This design comes from an exercise in tuning for small area on the open sky130 flow, not from production work.
Where RTL was checked, it was by simulation tests only, not by an equivalence proof against the original.

## the previous run
==> module kb_core, before the edit <==
module kb_core (
    input  wire        clk,
    input  wire        rst,             
    output wire [15:0] col,
    input  wire [5:0]  row,
    output wire        tx_push,
    output wire [63:0] tx_report,
    input  wire        tx_ok,
    input  wire        hreq_valid,
    input  wire        hreq_set,
    input  wire [1:0]  hreq_type,
    input  wire [7:0]  hreq_id,
    input  wire [3:0]  hreq_len,
    input  wire [7:0]  hreq_data,
    output reg         hresp_valid,
    output reg         hresp_err,
    output wire [63:0] hresp_report,
    output reg  [4:0]  leds,
    output reg         boot
);
    reg  [9:0] q;
    reg        scan;
    reg        first;
    wire [3:0] c   = q[7:4];
    wire [3:0] sub = q[3:0];
    assign col = (scan && !sub[3] && sub[2:1] != 2'b00) ? (16'd1 << c) : 16'd0;
    wire smp      = scan && sub == 4'd6;
    wire post_end = !scan && (first ? q == 10'd455 : q == 10'd30);
    always @(posedge clk) begin
        if (rst) begin
            q     <= 10'd1;
            scan  <= 1'b1;
            first <= 1'b1;
        end else if (post_end && !boot) begin
            q     <= 10'd1;
            scan  <= 1'b1;
            first <= 1'b0;
        end else begin
            q <= q + ((scan && sub == 4'd12 && c != 4'd15) ? 10'd5 : 10'd1);
            if (q == 10'd252) scan <= 1'b0;
        end
    end
    function [2:0] deb_next(input [2:0] s, input xi, input fi);
        begin
            if (fi) deb_next = {xi, 2'b00};
            else deb_next = {(s[1] && !s[0]) ? xi : s[2],
                             (xi ^ s[2]) && s[0], (xi ^ s[2]) && !s[1]};
        end
    endfunction
    function [3:0] lpos(input [3:0] cc);    
        lpos = {cc[2:0], 1'b0} + {cc[1:0], 2'b00} + {3'b000, cc[3]};
    endfunction
    reg  [3:0]  ph;
    reg  [17:0] ring [0:15];
    reg  [5:0]  sb [0:1];           
    reg  [1:0]  pend;
    wire [3:0]  cm1  = c - 4'd1;
    wire        hitA = scan && ph == lpos(c);
    wire        hitB = scan && ph == lpos(cm1);
    wire        hitZ = !scan && ph == lpos(4'd15);
    wire        bsel = hitZ || (hitA ? c[0] : cm1[0]);
    wire        upd  = pend[bsel] && (hitA || hitB || hitZ);
    wire [5:0]  x    = sb[bsel];
    integer i;
    reg [17:0] tap_new;
    always @(*) begin
        for (i = 0; i < 6; i = i + 1)
            tap_new[i*3 +: 3] = upd ? deb_next(ring[15][i*3 +: 3], x[i], first)
                                    : ring[15][i*3 +: 3];
    end
    always @(posedge clk) begin
        ph <= ph + 4'd1;
        ring[0] <= tap_new;
        for (i = 1; i < 16; i = i + 1)
            ring[i] <= ring[i - 1];
        if (smp) sb[c[0]] <= row;
        if (upd) pend[bsel] <= 1'b0;
        if (smp) pend[c[0]] <= 1'b1;
    end
    reg  [2:0] fn;
    reg        bc;
    always @(posedge clk) begin
        if (smp && c == 4'd15) fn <= deb_next(fn, row[5], first);
        if (smp && c == 4'd0) bc <= row[0];
    end
    wire layer = fn[2];
    always @(posedge clk) begin
        if (rst) boot <= 1'b0;
        else if (!scan && first && q == 10'd254 && bc) boot <= 1'b1;
    end
    reg        on, set;
    reg  [2:0] er;
    wire [3:0] u     = ph - {1'b0, er} - 4'd1 - {set, 3'b000};
    wire       inwin = q >= 10'd246 && q <= 10'd255;
    wire       start = !first && !on && inwin && ph[2:0] == 3'd0;
    wire       last_cell = er == 3'd5 && u == lpos(4'd15);
    wire       wrap  = (er == 3'd5 && u != lpos(4'd7)) || er == 3'd6;
    always @(posedge clk) begin
        if (rst) on <= 1'b0;
        else if (start) on <= 1'b1;
        else if (on && last_cell) on <= 1'b0;
        if (start) set <= ph[3];
        er <= (!on || wrap) ? 3'd0 : er + 3'd1;
    end
    wire [5:0] lane;
    genvar g;
    generate for (g = 0; g < 6; g = g + 1) begin : gl
        assign lane[g] = set ? ring[g + 8][g*3 + 2] : ring[g][g*3 + 2];
    end endgenerate
    wire pressed = (er == 3'd0) ? lane[0] : (er == 3'd1) ? lane[1] :
                   (er == 3'd2) ? lane[2] : (er == 3'd3) ? lane[3] :
                   (er == 3'd4) ? lane[4] : (er == 3'd5) ? lane[5] : 1'b0;
    wire clr = start || rst;        
    wire [7:0] code;
    kb_keymap u_map (.layer(layer), .u(u), .r(er), .code(code));
    wire cls_empty = (code == 8'h00);
    wire cls_sent  = (code[7:2] == 6'd0) && !cls_empty;
    wire cls_mod   = (code[7:3] == 5'b11100);
    wire cls_norm  = !cls_empty && !cls_sent && !cls_mod;
    reg  [7:0] slot [0:5];
    reg  [7:0] mods;
    wire [5:0] z;
    generate for (g = 0; g < 6; g = g + 1) begin : gz
        assign z[g] = (slot[g] == 8'h00);
    end endgenerate
    wire act  = on && pressed;
    wire roll = act && cls_norm && !z[5];
    wire fill = clr || roll || (act && cls_sent);
    wire [7:0] data = clr ? 8'h00 : roll ? 8'h01 : code;
    always @(posedge clk) begin
        for (i = 0; i < 6; i = i + 1)
            if (fill || (act && cls_norm && z[i] && (i == 0 || !z[i - 1 + (i == 0)])))
                slot[i] <= data;
        if (clr) mods <= 8'h00;
        else if (act && cls_mod) mods <= mods | (8'h01 << code[2:0]);
    end
    reg  [55:0] br;
    reg  [55:0] last;
    wire run    = !scan && !first;
    wire commit = run && q == 10'd353;
    wire init0  = scan && first && q == 10'd1;
    wire init1  = scan && first && q == 10'd2;
    always @(posedge clk) begin
        if (commit || init0) br <= {slot[5], slot[4], slot[3], slot[2], slot[1], slot[0], mods};
        if ((tx_push && tx_ok) || init1) last <= br;
    end
    assign tx_push   = run && q == 10'd354 && (br != last);
    assign tx_report = {br[55:8], 8'h00, br[7:0]};
    reg rset;
    assign hresp_report = rset ? 64'd0 : tx_report;
    always @(posedge clk) begin
        rset        <= hreq_set;
        hresp_valid <= hreq_valid && !rst;
        hresp_err   <= hreq_set ? !(hreq_type == 2'd2 && hreq_id == 8'd0 && hreq_len == 4'd1)
                                : (hreq_type != 2'd1);
        if (rst) leds <= 5'd0;
        else if (hreq_valid && hreq_set && hreq_type == 2'd2 && hreq_id == 8'd0 && hreq_len == 4'd1)
            leds <= hreq_data[4:0];
    end
endmodule
Settings: LEC_CHECK=0, ABC_AREA=1, CAP_MARGIN=20, CORE_MARGIN=2, CORE_UTILIZATION=55, SLEW_MARGIN=20; clock period 10.0 ns.
standard.sh (not shown) runs the stock make flow with config.mk's settings and CLKGATE_MAP_FILE= SYNTH_SCRIPT=/design/flow/synth_recipe.tcl, a recipe that flattens the netlist after the stock synthesis.
==> flow/flow/run.sh <==
#!/bin/bash
# The standard layout (standard.sh) with three changes:
# - synthesis maps logic with an area-oriented ABC script (the same synthesis
#   script otherwise, so the registers are the standard synthesis's);
# - port buffers use the smallest buffer cell;
# - a leaner clock tree (sky130_fd_sc_hd__clkbuf_4, clusters of at most 10 sinks within 40 um,
#   no dummy loads).
# standard.sh's output goes to standard.log; ORFS keeps one log per step
# under orfs/logs.
set -euo pipefail
here=$(pwd)
rm -rf "$here/scripts"
cp -r "$FLOW_HOME/scripts" "$here/scripts"
cat > "$here/scripts/abc_area.script" <<'A'
strash
&get -n
&deepsyn -J 50
&put
dch -f
amap
topo
dnsize -c
A
export SCRIPTS_DIR="$here/scripts"
export BUFFER_PORTS_ARGS="-buffer_cell sky130_fd_sc_hd__buf_1"
export CTS_ARGS="-sink_clustering_enable -repair_clock_nets -dont_use_dummy_load -buf_list {sky130_fd_sc_hd__clkbuf_4} -sink_clustering_size 10 -sink_clustering_max_diameter 40"
bash standard.sh > standard.log 2>&1
## Diff of input files: the current run against the previous run
--- a/flow/design.v
+++ b/flow/design.v
@@ -200,8 +200,11 @@
         for (i = 1; i < 16; i = i + 1)
             ring[i] <= ring[i - 1];
         if (smp) sb[c[0]] <= row;
-        if (upd) pend[bsel] <= 1'b0;
-        if (smp) pend[c[0]] <= 1'b1;
+        if (rst) pend <= 2'b00;
+        else begin
+            if (upd) pend[bsel] <= 1'b0;
+            if (smp) pend[c[0]] <= 1'b1;
+        end
     end
     reg  [2:0] fn;
     reg        bc;
@@ -236,7 +239,7 @@
     wire pressed = (er == 3'd0) ? lane[0] : (er == 3'd1) ? lane[1] :
                    (er == 3'd2) ? lane[2] : (er == 3'd3) ? lane[3] :
                    (er == 3'd4) ? lane[4] : (er == 3'd5) ? lane[5] : 1'b0;
-    wire clr = start || rst;        
+    wire clr = start;
     wire [7:0] code;
     kb_keymap u_map (.layer(layer), .u(u), .r(er), .code(code));
     wire cls_empty = (code == 8'h00);
@@ -262,18 +265,26 @@
     end
     reg  [55:0] br;
     reg  [55:0] last;
+    reg         bv, lv, nz;
     wire run    = !scan && !first;
     wire commit = run && q == 10'd353;
-    wire init0  = scan && first && q == 10'd1;
-    wire init1  = scan && first && q == 10'd2;
-    always @(posedge clk) begin
-        if (commit || init0) br <= {slot[5], slot[4], slot[3], slot[2], slot[1], slot[0], mods};
-        if ((tx_push && tx_ok) || init1) last <= br;
-    end
-    assign tx_push   = run && q == 10'd354 && (br != last);
+    always @(posedge clk) begin
+        if (commit) br <= {slot[5], slot[4], slot[3], slot[2], slot[1], slot[0], mods};
+        if (tx_push && tx_ok) last <= br;
+        if (clr) nz <= 1'b0;
+        else if (act && !cls_empty) nz <= 1'b1;
+        if (rst) begin
+            bv <= 1'b0;
+            lv <= 1'b0;
+        end else begin
+            if (commit) bv <= 1'b1;
+            if (tx_push && tx_ok) lv <= 1'b1;
+        end
+    end
+    assign tx_push   = run && q == 10'd354 && (lv ? (br != last) : nz);
     assign tx_report = {br[55:8], 8'h00, br[7:0]};
     reg rset;
-    assign hresp_report = rset ? 64'd0 : tx_report;
+    assign hresp_report = (rset || !bv) ? 64'd0 : tx_report;
     always @(posedge clk) begin
         rset        <= hreq_set;
         hresp_valid <= hreq_valid && !rst;
[summary]
- Having completed the whole flow, the current run delivered a layout that passed the timing, design-rule and antenna checks.
- Synthesized area grows slightly when moving from the previous run to the current run.
- Per the comparison of the current run with the previous run, initial core utilization picked up an extra 0.25 points, critical path depth picked up an extra about 16%, final core utilization picked up an extra 0.43 points.
- Worst-case reg-to-reg path depth: the current run > the previous run
- Source-to-sink clock delay at the later pin of the worst-skew pair (the current run over the previous run): decrease, 0.03 ns
Only the layout flow was run in the current run; the RTL was not checked for function there.

port drivers added, routing unchanged:
The results above use ideal ports. As a check the final layouts listed here were re-extracted and re-timed, cells and wires unchanged. Step 1 sets driving cells, clkbuf_16 on the clock port and buf_2 on the other inputs (assumed; they add their load-dependent delay and slew). Step 2 times the ports against the registers' clock, not the clock port: input delays grow and output delays shrink by t, the midpoint of the rising clock arrivals with the driver on. Slacks: ideal / step 1 / step 2; pairs: ideal / step 1.
run	t, ns	setup slack, ns	worst setup path after step 2	clock arrival spread, ns
the previous run	0.728	2.603 / 2.603 / 2.603	register to register	0.108 / 0.108
the current run	0.689	3.962 / 3.962 / 3.962	register to register	0.134 / 0.134
After both steps setup and hold are still met in every run listed.
